From an optimization exercise on the open Yosys and OpenROAD flow, aimed at small area, a short achievable clock period and few clock cycles per item; shortcuts taken in it are not production practice.
The RTL was checked by simulation tests, not by an equivalence proof against the original design.
Power figures rest on the tool's default switching activity, not on a simulated workload.

[design/flow/config.mk]
export PLATFORM = sky130hd
export DESIGN_NAME = echo_engine
export DESIGN_NICKNAME = echo_engine
export VERILOG_FILES = /design/flow/design.v
export SDC_FILE = /design/flow/constraint.sdc
export NUM_CORES = 4
export LEC_CHECK = 0
export CAP_MARGIN = 20
export CORE_MARGIN = 2
export CORE_UTILIZATION = 40
export PLACE_DENSITY = 0.6
export SLEW_MARGIN = 20
[design/flow/design.v]
module echo_engine (
    input  wire        clk,
    input  wire        rst,         
    input  wire        cfg_we,
    input  wire [4:0]  cfg_addr,
    input  wire [31:0] cfg_wdata,
    output reg         cfg_err,     
    input  wire        in_valid,
    output wire        in_ready,
    input  wire [1:0]  in_op,       
    input  wire [15:0] in_data,
    output reg         out_valid,
    input  wire        out_ready,
    output reg  [15:0] out_data
);
    localparam RING_DEPTH  = 64;
    localparam TABLE_DEPTH = 16;
    localparam OP_DELAY = 2'd0;
    localparam OP_TABLE = 2'd1;
    localparam OP_PRBS  = 2'd2;
    localparam OP_NOISE = 2'd3;
    localparam A_CAPACITY    = 5'd0;
    localparam A_NOISE_LEVEL = 5'd1;
    localparam A_LFSR        = 5'd2;
    localparam A_LCG_SEED    = 5'd3;
    localparam A_TABLE_LEN   = 5'd4;
    localparam A_RESTART     = 5'd5;
    localparam A_LCGSTEP     = 5'd6;
    reg [6:0]  cap;            
    reg [5:0]  cursor;         
    wire [15:0] ring [0:RING_DEPTH-1];   
    reg [14:0] noise_level;    
    reg [15:0] lfsr;           
    reg [30:0] lcg;            
    reg [4:0]  tlen;           
    reg [3:0]  tidx;           
    wire [15:0] table_mem [0:TABLE_DEPTH-1];
    function [30:0] lcg_next;
        input [30:0] s;
        reg [31:0] lo;
        reg [31:0] hi;
        begin
            lo = 32'd16807 * {16'd0, s[15:0]};
            hi = 32'd16807 * {17'd0, s[30:16]};
            lo = lo + {1'b0, hi[14:0], 16'd0};
            lo = lo + {15'd0, hi[31:15]};
            if (lo > 32'h7FFF_FFFF)
                lo = lo - 32'h7FFF_FFFF;
            lcg_next = lo[30:0];
        end
    endfunction
    wire        fire = in_valid && in_ready;
    assign in_ready = !out_valid || out_ready;
    wire [15:0] ring_old  = ring[cursor];
    wire [16:0] delay_sum = {in_data[15], in_data} + {ring_old[15], ring_old};
    reg  [15:0] delay_out;
    always @(*) begin
        if (delay_sum[16] == delay_sum[15])
            delay_out = delay_sum[15:0];
        else if (delay_sum[16])
            delay_out = 16'h8000;
        else
            delay_out = 16'h7FFF;
    end
    wire [5:0] cursor_next = ({1'b0, cursor} + 7'd1 == cap) ? 6'd0 : cursor + 6'd1;
    wire [15:0] table_out = table_mem[tidx];
    wire [3:0]  tidx_next = ({1'b0, tidx} + 5'd1 == tlen) ? 4'd0 : tidx + 4'd1;
    wire        prbs_fb   = lfsr[15] ^ lfsr[14] ^ lfsr[3] ^ lfsr[1];
    wire [15:0] lfsr_next = {lfsr[14:0], prbs_fb};
    wire [15:0] prbs_out  = prbs_fb ? {1'b0, noise_level} : -{1'b0, noise_level};
    wire [30:0] lcg_step  = lcg_next(lcg);
    wire [15:0] noise_out = {{4{~lcg_step[30]}}, lcg_step[29:18]};
    reg [15:0] result;
    always @(*) begin
        case (in_op)
            OP_DELAY: result = delay_out;
            OP_TABLE: result = table_out;
            OP_PRBS:  result = prbs_out;
            default:  result = noise_out;
        endcase
    end
    reg cfg_ok;
    always @(*) begin
        cfg_ok = 1'b0;
        if (cfg_addr[4])
            cfg_ok = 1'b1;                                     
        else case (cfg_addr)
            A_CAPACITY:    cfg_ok = cfg_wdata >= 32'd1 && cfg_wdata <= RING_DEPTH;
            A_NOISE_LEVEL: cfg_ok = cfg_wdata >= 32'd1 && cfg_wdata <= 32'd32767;
            A_LFSR:        cfg_ok = cfg_wdata[15:0] != 16'd0;
            A_LCG_SEED:    cfg_ok = cfg_wdata >= 32'd1 && cfg_wdata <= 32'd2147483646;
            A_TABLE_LEN:   cfg_ok = cfg_wdata >= 32'd1 && cfg_wdata <= TABLE_DEPTH;
            A_RESTART:     cfg_ok = 1'b1;
            A_LCGSTEP:     cfg_ok = 1'b1;
            default:       cfg_ok = 1'b0;
        endcase
    end
    wire cfg_do = cfg_we && cfg_ok;
    wire ring_clear  = cfg_do && (cfg_addr == A_CAPACITY ||
                                  (cfg_addr == A_RESTART && cfg_wdata[0]));
    wire tidx_clear  = cfg_do && (cfg_addr == A_TABLE_LEN ||
                                  (cfg_addr == A_RESTART && cfg_wdata[2]));
    wire ring_we = fire && in_op == OP_DELAY;
    genvar g;
    generate
        for (g = 0; g < RING_DEPTH; g = g + 1) begin : g_ring
            reg [15:0] q;
            always @(posedge clk) begin
                if (rst || ring_clear)
                    q <= 16'd0;
                else if (ring_we && cursor == g)
                    q <= in_data;
            end
            assign ring[g] = q;
        end
        for (g = 0; g < TABLE_DEPTH; g = g + 1) begin : g_table
            reg [15:0] q;
            always @(posedge clk) begin
                if (rst)
                    q <= 16'd0;
                else if (cfg_do && cfg_addr == 5'd16 + g)
                    q <= cfg_wdata[15:0];
            end
            assign table_mem[g] = q;
        end
    endgenerate
    always @(posedge clk) begin
        if (rst) begin
            cap         <= 7'd1;
            cursor      <= 6'd0;
            noise_level <= 15'd1;
            lfsr        <= 16'h0001;
            lcg         <= 31'd1;
            tlen        <= 5'd1;
            tidx        <= 4'd0;
            cfg_err     <= 1'b0;
            out_valid   <= 1'b0;
            out_data    <= 16'd0;
        end else begin
            cfg_err <= cfg_we && !cfg_ok;
            if (fire) begin
                out_valid <= 1'b1;
                out_data  <= result;
                case (in_op)
                    OP_DELAY: cursor <= cursor_next;
                    OP_TABLE: tidx <= tidx_next;
                    OP_PRBS:  lfsr <= lfsr_next;
                    default:  lcg  <= lcg_step;
                endcase
            end else if (out_ready) begin
                out_valid <= 1'b0;
            end
            if (cfg_do) begin
                case (cfg_addr)
                    A_CAPACITY:    cap         <= cfg_wdata[6:0];
                    A_NOISE_LEVEL: noise_level <= cfg_wdata[14:0];
                    A_LFSR:        lfsr        <= cfg_wdata[15:0];
                    A_LCG_SEED:    lcg         <= cfg_wdata[30:0];
                    A_TABLE_LEN:   tlen        <= cfg_wdata[4:0];
                    A_LCGSTEP:     lcg         <= lcg_step;
                    default: ;
                endcase
            end
            if (ring_clear)
                cursor <= 6'd0;
            if (tidx_clear)
                tidx <= 4'd0;
        end
    end
endmodule
[design/flow/run.sh]
#!/bin/bash
# synth_recipe.tcl (not shown) runs the flow's synth.tcl, then flattens the netlist and writes it again
# the make line also repeats each setting of config.mk as NAME=value (left out here)
make -C /OpenROAD-flow-scripts/flow DESIGN_CONFIG=/design/flow/config.mk WORK_HOME=/design/flow/orfs CLKGATE_MAP_FILE= SYNTH_SCRIPT=/design/flow/synth_recipe.tcl finish
[design/flow/constraint.sdc]
create_clock -name core_clock -period 10.5 [get_ports {clk}]
set_input_delay 2.1000 -clock core_clock [delete_from_list [all_inputs] [get_ports {clk}]]
set_output_delay 2.1000 -clock core_clock [all_outputs]
set_load 0.01 [all_outputs]
==> impl_metrics.py <==
metrics = {
    "timing": {
        "worst_pin_slew_ps": 1338,
        "skew_ps": 78.67,
        "fin_crit_ps": 10090,
        "finalSetupViolations": 0,
        "hold_viol": 0,
        "fmax_ghz": 0.09915,
        "hold_ws_ps": 452.0,
        "finalMaxSlewViolations": 0,
        "slew_headroom_pct": 10.28,
        "layout_worst_path_cycle_share_pct": 96.05,
    },
    "cts": {
        "cts-root-buf": "clkbuf_16",
        "clkTransAtPathRegs_ps": 60,
        "ctsHoldBuffers": 0,
        "clk_latency_ps": 870,
        "h-tree-depth": 4,
        "cts_made_buffers": 151,
        "cts_tree": "built",
        "cts_buffer_depth": 3,
        "clock-sinks": 1382,
    },
    "synthesis": {
        "synth_edf_count": 0,
        "ys_seq_area_share_pct": 40.90,
        "synth_nets": 9244,
        "ys_types": 94,
        "ys_ff_latch": 1382,
        "netlist_instances": 8777,
        "synth-main-ff-cell": "dfxtp_1",
        "async_flop_share_pct": 0,
        "synth_warnings": 1,
        "syn_area_per_cell_um2": 7.707,
        "syn_area_mm2": 0.06765,
    },
    "setup_path": {
        "cp_max_fo": 7,
        "crit_start": "lcg[30]$_SDFF_PP0_",
        "path_delay_family": "adder cells",
        "crit_arrival_ps": 10800,
        "r2r_start": "lcg[30]$_SDFF_PP0_",
        "startpoint_type": "flip-flop",
        "required_ps": 11210,
        "cp_slowest_stage_delay_ps": 560,
        "cp_num_buf_inv": 5,
        "slowest_stage": "fa_1",
        "crit_path_frequent_cell": "fa_1",
        "end_kind": "flip-flop",
        "crit_type": "flip-flop to flip-flop",
    },
    "die": {
        "start_util_pct": 40.36,
        "fp.dieH_um": 415.2,
        "core_area_mm2": 0.1676,
        "die_area_mm2": 0.1724,
        "die_w_um": 415.2,
        "rows": 150,
        "pin_count": 79,
    },
    "cells_and_area": {
        "final_cell_mix": "2807 x nand2_1, 1407 x a21oi_1, 1378 x dfxtp_1, 299 x inv_1, 281 x a22oi_1",
        "area_growth_pct": 13.92,
        "stdcell_count": 10977,
        "postLayoutCoreUtil_pct": 45.98,
        "layout-drive-gt1-share_pct": 8.582,
        "layout.nets": 9099,
        "final_common_cell": "nand2_1",
    },
    "global_route": {
        "grt.overflow.total": 0,
        "grt_pass1_vias": 63144,
        "grt_start_max_net_pins": 207,
        "grt_pass1_wl_mm": 466.3,
        "grt_usage_pct": 37.27,
        "antenna_found_initial": 34,
    },
    "power": {
        "swShare_pct": 39.40,
        "power_frac_comb_pct": 40.4,
        "power_frac_clock_pct": 30.1,
        "p_leak_nw": 27.41,
        "pwr-share-seq_pct": 29.5,
        "p_sw_mw": 7.320,
        "p_int_mw": 11.26,
        "fin_total_pwr_mw": 18.58,
        "power-per-cell-area_mw_per_mm2": 241.1,
        "vdd_drop_max_v": 0.0003261,
    },
    "route": {
        "drtAntennaViolNets": 0,
        "drt_iter0_drc": 11687,
        "drtPass1Iterations": 9,
        "vias_per_cell": 6.346,
        "wirelength_mm": 332.8,
        "wl_per_cell_um": 30.32,
        "drc": 0,
        "vias": 69656,
    },
    "placement": {
        "dpl.hpwl_mm": 213.9,
        "place.gp.congestion": 1.047,
        "place_inst": 10671,
        "portBuffers": 78,
    },
    "outcome": {
        "status": "finished clean",
    },
    "worst_hold_path": {
        "hp-class": "flip-flop to flip-flop",
        "hp-start": "g_table[2].q[3]$_SDFFE_PP0P_",
    },
    "job": {
        "cap_violations": 0,
    },
}
-- repair_timing --
item,in CTS,in global routing
setup endpoints to repair,0,38
gates resized for setup,0,30
endpoints found under the hold margin,0,0
setup buffers,0,5
-- flip-flops by register name, indices dropped and copies added, names as in the netlist, 5 cells and up --
name,cells
g_ring.q,1024
g_table.q,256
lcg,31
lfsr,16
out_data,16
noise_level,15
cap,7
cursor,6
tlen,5
-- per-stage QoR --
| stage | TNS (ps) | instance area (um2) | setup WS, ps |
|---|---|---|---|
| after floorplan | 0 | 67650 | 334.7 |
| after global placement | 0 | 71400 | 214.3 |
| after detailed placement | 0 | 71590 | 112.4 |
| after CTS | 0 | 76740 | 75.23 |
| after global routing | -46.12 | 77030 | -27.78 |
| final | 0 | 77060 | 414.3 |
-- cell type report --
cell class	instances	area (um2)
diodes	22	55.05
clock buffers	229	4514
clock inverters	43	628.1
fillers	16371	90540
inverters	300	1126
multi-input cells	6444	37270
flip-flops and latches	1382	27670
well taps	2204	2758
repair buffers	353	3038
-- power groups by stage --
| stage | sequential (mW) | combinational [mW] | clock, mW |
|---|---|---|---|
| after floorplan | 5.51 | 5.05 | 0 |
| after global placement | 5.59 | 7.21 | 0 |
| after detailed placement | 5.59 | 7.24 | 0 |
| after CTS | 5.47 | 7.32 | 5.58 |
| after global routing | 5.48 | 8.31 | 5.77 |
| final | 5.47 | 7.51 | 5.60 |
-- worst paths after layout --
path / slack, ps / cells after the start / endpoint
worst max-delay path: 410 / 34 / out_data[14]$_SDFFE_PP0P_
worst min-delay path: 450 / 2 / g_table[2].q[3]$_SDFFE_PP0P_
worst max register to register: 410 / 34 / out_data[14]$_SDFFE_PP0P_
worst min register to register: 450 / 2 / g_table[2].q[3]$_SDFFE_PP0P_
-- layer usage --
metal	share of wire, %	global-route usage [%]	up-vias
met1	38	48.15	33289
li1	-	-	29711
met2	39	51.31	5265
met4	7.7	24.02	22
met3	15	14.40	1369
met5	0.074	0.5835	-
-- Yosys cell counts (120+ instances only) --
master    count  area share [%]
a22o_1      151             2.0
ha_1        272             5.0
a221oi_1    157             2.0
nor2_1      213             1.2
a22oi_1     281             3.1
fa_1        135             4.0
nor3_1      120            0.89
dfxtp_1    1382              41
nand2_1    2814              16
a21oi_1    1411              10
clkbuf_1    534             3.0
inv_1       299             1.7
-- kinds of logic (layout without fill, tap and decap cells) --
family	Yosys count	after routing	synth area share [%]
other	0	22	0
buffers and inverters	951	925	5.482
and+or+nand+nor	3558	3558	21.46
AOI/OAI and AO/OA	2322	2322	21.01
DFF	1382	1382	40.90
adders and majority gates	407	407	9.026
xor gates and xnor gates	114	114	1.476
muxes	43	43	0.6529
-- worst reg2reg max path, delay by kind of cell (launching register included) --
kind,cells,cell delay (ps)
muxes,1,120
buffers and inverters,5,490
adders and majority gates,11,4870
AOI/OAI and AO/OA,6,1500
DFF,1,320
xor gates and xnor gates,1,240
and+or+nand+nor,10,2470
Testbench counts, summed over its fixed seeds: cycles 32,968, items 32,000.

afterwards: timing with drivers on the ports:
How much do the figures lean on ideal ports? The routed layout below was timed once more, with nothing changed but the port constraints. Step 1 (the two cells are an assumption about what drives the block):
set clk [get_ports {clk}]
set_driving_cell -lib_cell sky130_fd_sc_hd__clkbuf_16 $clk
set_driving_cell -lib_cell sky130_fd_sc_hd__buf_2 [delete_from_list [all_inputs] $clk]
Step 2 times the ports against the registers' clock, not the clock port: input delays grow and output delays shrink by t, the midpoint of the rising clock arrivals with the driver on. Slacks: ideal ports / drivers / drivers and shift; pairs: ideal ports / drivers.
shift t [ns]: 0.910
slack for setup (ns): 0.414 / 0.414 / 0.414
worst setup path after step 2: register to register
cell pins on the clock port's net: 1
After both steps this run still meets setup and hold. The setup slack of this run moves by 0.000 ns with the drivers and by 0.000 ns with both steps.
